Context: an optimization exercise on an open-source flow, tuned for small area, a short achievable clock period and few clock cycles. The choices shown serve that exercise and are no tape-out recipe. RTL that was checked went through simulation tests only; none was proved equivalent to the original. Power and IR drop assume default switching activity.

run 2:
==> flow/design.v (excerpt) <==
module xvcd_clkdiv (
    input  wire        clk,
    input  wire        rst,           
    input  wire        in_valid,
    output reg         in_ready,
    input  wire [31:0] in_hz,         
    input  wire        in_hs,         
    output reg         out_valid,
    input  wire        out_ready,
    output wire [15:0] out_divisor,
    output wire [31:0] out_achieved,  
    output reg         out_base_high,
    output reg         out_clamped,
    output reg         out_err        
);
Size in the first run: about 1,100 cells after synthesis, about 81 flip-flops, roughly 90 I/O pins, roughly 8400 µm² of cells after synthesis.
clock: 8.0 ns
lec_check: 0
abc_clock_period_in_ps: 3300
cap_margin: 20
core_margin: 2
core_utilization: 40
place_density: 0.6
setup_slack_margin: 4.7
slew_margin: 20
run.sh (not shown) runs the stock make flow with config.mk's settings and CLKGATE_MAP_FILE= SYNTH_SCRIPT=/design/flow/synth_recipe.tcl, a recipe that flattens the netlist after the stock synthesis.
> inputs changed (run 2 -> run 4)
Settings: ABC_CLOCK_PERIOD_IN_PS now 3500, was 3300; SETUP_SLACK_MARGIN now 4.5, was 4.7.
Results
In the tables for run 4 and run 2, first-pass GRT wire length reads higher with run 2.
Reported for run 4 and run 2, final-report hold violation count turned out identical to the last digit.
Diff run 4..run 2 | count of clock-buffer cells in the layout | unchanged
Lower utilization was reported by run 4, not run 2.
Function was not checked in any run of this note: the RTL went through the layout flow alone.


run A:
xvcd_clkdiv, a different RTL version from the one above (not shown whole).
For scale: ~1000 cells after synthesis, about 92 flip-flops, ~90 I/O pins, ~8500 um2 of cells after synthesis.
Settings: LEC_CHECK=0, ABC_CLOCK_PERIOD_IN_PS=3300, CAP_MARGIN=20, CORE_MARGIN=2, CORE_UTILIZATION=50, PLACE_DENSITY=0.65, SETUP_SLACK_MARGIN=4.7, SLEW_MARGIN=20; clock period 8.0 ns.
standard.sh (not shown) runs the stock make flow with config.mk's settings and CLKGATE_MAP_FILE= SYNTH_SCRIPT=/design/flow/synth_recipe.tcl, a recipe that flattens the netlist after the stock synthesis.
==> flow/flow/run.sh <==
#!/bin/bash
# The standard layout (the standard.sh), with the port buffers that
# buffer_ports inserts at placement made the smallest plain buffer; the
# resizer still upsizes them where timing needs it.
set -euo pipefail
export BUFFER_PORTS_ARGS="-buffer_cell sky130_fd_sc_hd__buf_1"
bash standard.sh > standard.log 2>&1
Run A | stages: all done | timing, DRC, antenna: all pass
Testbench counts of run A, summed over its fixed seeds: cycles 16,329.
> inputs changed (run A -> run B)
Settings: PLACE_DENSITY: 0.65 -> 0.6; SLEW_MARGIN: 20 -> 0; CORE_UTILIZATION: 50 -> 40; CAP_MARGIN: 20 -> 0.
==> run notes <==
Arrival time at the worst endpoint (higher): run A
Changes observed in run B relative to run A: multi-input combinational cell count was more or less identical, final weighted congestion in routability-driven placement went up by 0.048.
The utilization number comes out higher for run A vs run B.
Between run B and run A, it is run B whose final worst slack is lower, by 0.015 ns.
In the flow results for run B and run A, the global-route wire length before repair is smaller on run A.
Compared with run A, in run B minimum clock period rose by 0.015 ns; fmax fell by about 0.47%.
### run B -> run C
Settings: PLACE_DENSITY now 0.65, was 0.6; ABC_CLOCK_PERIOD_IN_PS now 2900, was 3300; SETUP_SLACK_MARGIN now 5.0, was 4.7; SLEW_MARGIN now 20, was 0; CAP_MARGIN now 20, was 0; CORE_UTILIZATION now 50, was 40.
[summary]
Run C: no failed stages, no open violations at the end
Per the comparison of run C with run B, area growth from synthesis to layout shows an increase of 7.5 points, remaining design rule violation count about even.
Run C -> run B: count of mapped cells out of synthesis delta 0, exact match
Relative to run B, the row count of run C is lower by 6.
On run C: combinational gate power is about 14% higher than what run B gave.
Measured against each other, run C and run B differ in number of well-tap cells placed, the lower figure coming from run C.
| final hold violation count | run B vs run C | ≈ equal |
The following lists how run D was set up differently from run C:
Settings: ABC_CLOCK_PERIOD_IN_PS now 3200, was 2900; SETUP_SLACK_MARGIN now 4.8, was 5.0; TNS_END_PERCENT now 40, previously not set.
- Utilization: run D vs run C down 4.0 points
- On worst setup slack, run D does worse than run C.
- Largest vdd supply drop up about 4% in run D wrt run C
- Run D: total power consumption of the routed design is 0.00032 W lower than what run C reported.
- Power per cell area (higher): run C
- Detailed route, run D vs run C: via total lower for run D
- Mapped cell area: run C vs run D identical
- Going from run C to run D, the proportion of layout cells with a drive suffix above 1 was found to have gone down by 7.1 points.
- Going from run C to run D, the post-route clock period utilization was found to have gone up by 1.8 points.
- den[12] as the startpoint of the worst setup timing path was reported by run C, and quo[1] by run D.
- Max freq run C -> run D: degraded
- Run D: full flow OK, the timing, DRC and antenna checks passed
The inputs of run E differ from those of run D as listed below.
Settings: swapping 3200 for 3400 in ABC_CLOCK_PERIOD_IN_PS; clearing TNS_END_PERCENT, which used to be 40; swapping 4.8 for 4.6 in SETUP_SLACK_MARGIN.
==> run notes <==
Looking at via count, run E sits below run D.
Re critical path depth: run E is 4 down on run D.
Run D reports its worst-path cell with the longest stage delay as sky130_fd_sc_hd__nor4_2 while run E reports sky130_fd_sc_hd__nand3b_1.
Power in run E is about 2.8% lower than in run D
The lower combinational cell power came out of run E.
The lower final-layout clock-cell area share came out of run E.
Of run E and run D, the lower post-cts resize count belongs to run E.
Diff run D -> run E | first-pass GRT wire length | down slightly
> inputs changed (run E -> run F)
Settings: ABC_CLOCK_PERIOD_IN_PS changed from 3400 to 3300; PLACE_DENSITY changed from 0.65 to 0.6; SETUP_SLACK_MARGIN changed from 4.6 to 4.7; CORE_UTILIZATION changed from 50 to 40.
==> flow/run.sh (new file) <==
#!/bin/bash
# synth_recipe.tcl (not shown) runs the flow's synth.tcl, then flattens the netlist and writes it again
# the make line also repeats each setting of config.mk as NAME=value (left out here)
make -C /OpenROAD-flow-scripts/flow DESIGN_CONFIG=/design/flow/config.mk WORK_HOME=/design/flow/orfs CLKGATE_MAP_FILE= SYNTH_SCRIPT=/design/flow/synth_recipe.tcl finish
removed: flow/flow/run.sh
removed: flow/standard.sh
[summary]
Run F ends up with higher worst hold slack than run E does.
Comparing run E and run F, the higher total detailed-routing wirelength was measured on run F.
Run F falls short of run E in switching component of the power.
From run E to run F the numbers moved as follows: number of gates resized after cts shows an increase of 7, placeable core region rose by 4400 um2.
Looking at maximum clock skew at final layout, run F sits 0.0073 ns below run E.
Run F against run E: count of plain and timing-repair buffers in the layout went up by 16; headroom to the max-slew limit went down by 6.4 points; total routing resource utilization after global routing went down by 5.9 points.
Diff run E and run F: routed metal-1 wirelength higher in run F
Measured against each other, run E and run F differ in utilization, the higher figure coming from run E.


Starting RTL as in the previous note.
// xvcd_clkdiv
module xvcd_clkdiv (
    input  wire        clk,
    input  wire        rst,           
    input  wire        in_valid,
    output reg         in_ready,
    input  wire [31:0] in_hz,         
    input  wire        in_hs,         
    output reg         out_valid,
    input  wire        out_ready,
    output wire [15:0] out_divisor,
    output wire [31:0] out_achieved,  
    output reg         out_base_high,
    output reg         out_clamped,
    output reg         out_err        
);
clock: 8.0 ns
lec_check: 0
abc_clock_period_in_ps: 3300
cap_margin: 20
core_margin: 2
core_utilization: 40
place_density: 0.6
setup_slack_margin: 4.7
slew_margin: 20
==> flow/flow/run.sh <==
#!/bin/bash
# The standard layout (the standard.sh), with the port buffers that
# buffer_ports inserts at placement made the smallest plain buffer; the
# resizer still upsizes them where timing needs it.
set -euo pipefail
export BUFFER_PORTS_ARGS="-buffer_cell sky130_fd_sc_hd__buf_1"
bash standard.sh > standard.log 2>&1
Testbench counts at the start, summed over its fixed seeds: cycles 16,329.
Then changed:
- ABC_CLOCK_PERIOD_IN_PS: 3300 -> 3200
- CORE_UTILIZATION: 40 -> 50
- PLACE_DENSITY: 0.6 -> 0.65
- SETUP_SLACK_MARGIN: 4.7 -> 4.8
After rerunning: Cell area stays flat; total power climbs by 0.43%; non-clock buffer count falls by 1; area after synthesis stays the same; via count fell by 1.7%; final cell count drops by 3.9%; clock-buffer cell count is unchanged; worst setup slack is worse by 0.013 ns; sequential share of layout area is about the same; clock power increases by 6.3%.
Then changed:
==> flow/run.sh (new file) <==
#!/bin/bash
# synth_recipe.tcl (not shown) runs the flow's synth.tcl, then flattens the netlist and writes it again
# the make line also repeats each setting of config.mk as NAME=value (left out here)
make -C /OpenROAD-flow-scripts/flow DESIGN_CONFIG=/design/flow/config.mk WORK_HOME=/design/flow/orfs CLKGATE_MAP_FILE= SYNTH_SCRIPT=/design/flow/synth_recipe.tcl finish
- CORE_UTILIZATION: 50 -> 40
- PLACE_DENSITY: 0.65 -> 0.6
- SETUP_SLACK_MARGIN: 4.8 -> 4.85
removed: flow/flow/run.sh
removed: flow/standard.sh
What happened: The new run ran to the end with no violations. Sequential share of layout area went down by 2.2 points. Design area went up by about 9%. Worst setup slack improves by 0.048 ns. Power went up by about 2.5%. Fmax went up by 1.5%. Final cell count went up by about 5.5%. Global-route usage went down by 5.5 points. Worst hold slack improves by 0.014 ns. Critical path depth went down by 4. Sequential cell count does not change.
Then changed:
==> flow/flow/run.sh (new file) <==
#!/bin/bash
# The standard layout (the standard.sh), with the port buffers that
# buffer_ports inserts at placement made the smallest plain buffer; the
# resizer still upsizes them where timing needs it.
set -euo pipefail
export BUFFER_PORTS_ARGS="-buffer_cell sky130_fd_sc_hd__buf_1"
bash standard.sh > standard.log 2>&1
==> flow/standard.sh (new file) <==
#!/bin/bash
# synth_recipe.tcl (not shown) runs the flow's synth.tcl, then flattens the netlist and writes it again
# the make line also repeats each setting of config.mk as NAME=value (left out here)
make -C /OpenROAD-flow-scripts/flow DESIGN_CONFIG=/design/flow/config.mk WORK_HOME=/design/flow/orfs CLKGATE_MAP_FILE= SYNTH_SCRIPT=/design/flow/synth_recipe.tcl "${@:-finish}"
- ABC_CLOCK_PERIOD_IN_PS: 3200 -> 3050
- CORE_UTILIZATION: 40 -> 50
- PLACE_DENSITY: 0.6 -> 0.65
- SETUP_SLACK_MARGIN: 4.85 -> 4.95
removed: flow/run.sh
=> Setup slack improved by 0.11 ns; via count goes up by 4.1%; total power came out higher by 4.0%; final cell count falls by 2.7%; die area went down by 19%; core utilization rises by 11 points; combinational power stays flat.
Then changed:
- ABC_CLOCK_PERIOD_IN_PS: 3050 -> 3200
- SETUP_SLACK_MARGIN: 4.95 -> 4.8
- TNS_END_PERCENT: not set -> 10
Outcome:
- The changed run finished with timing, DRC and antenna clean
- maximum frequency drops by a few percent
- clock-buffer cell count is higher by 1
- die area is unchanged
- utilization shrinks by 3.4 points
- design area falls by a few percent
- setup slack gets worse by 0.14 ns

[separate check: timing with driven ports]
In the flow no input, the clock included, has a driving cell. The finished layouts below were timed again as built, in two steps.
Step 1: set_driving_cell puts a clkbuf_16 on clk and a buf_2 on each other input, an assumption about the parent block.
Step 2 adds t to the input delays and takes it off the output delays; t is the mean of the earliest and latest rising clock arrival at the registers after step 1. Input paths then give back, and output paths get back, about the clock's delay inside the block.
Three values: ideal ports, drivers, drivers and shift; two values: the first two.
run | t, ns | slack for setup (ns) | worst register clock-pin slew, ns | worst slew at a driven data input, ns | cell pins on the clock port's net
run 2 | 0.401 | 4.198 / 4.152 / 4.553 | 0.07 / 0.07 | 0.04 | 1
run 4 | 0.408 | 4.225 / 4.177 / 4.320 | 0.08 / 0.08 | 0.04 | 1
run A | 0.406 | 4.825 / 4.825 / 4.825 | 0.08 / 0.08 | 0.04 | 1
run B | 0.410 | 4.810 / 4.810 / 4.810 | 0.08 / 0.08 | 0.04 | 1
run C | 0.396 | 4.991 / 4.991 / 4.743 | 0.07 / 0.07 | 0.04 | 1
run D | 0.409 | 4.847 / 4.844 / 4.847 | 0.08 / 0.08 | 0.03 | 1
run E | 0.407 | 4.687 / 4.687 / 4.687 | 0.08 / 0.08 | 0.04 | 1
run F | 0.404 | 4.807 / 4.791 / 4.619 | 0.07 / 0.07 | 0.05 | 1
the first run of note 3 | 0.410 | 4.810 / 4.810 / 4.810 | 0.08 / 0.08 | 0.04 | 1
the second run of note 3 | 0.407 | 4.797 / 4.797 / 4.797 | 0.08 / 0.08 | 0.03 | 1
the third run of note 3 | 0.395 | 4.845 / 4.832 / 4.626 | 0.07 / 0.07 | 0.05 | 1
the fourth run of note 3 | 0.401 | 4.953 / 4.953 / 4.953 | 0.07 / 0.07 | 0.03 | 1
the fifth run of note 3 | 0.406 | 4.817 / 4.817 / 4.817 | 0.08 / 0.08 | 0.03 | 1
After both steps every run listed still meets setup and hold. The setup slack of run C, which loses most, moves by 0.000 ns with the drivers and by -0.248 ns with both steps.
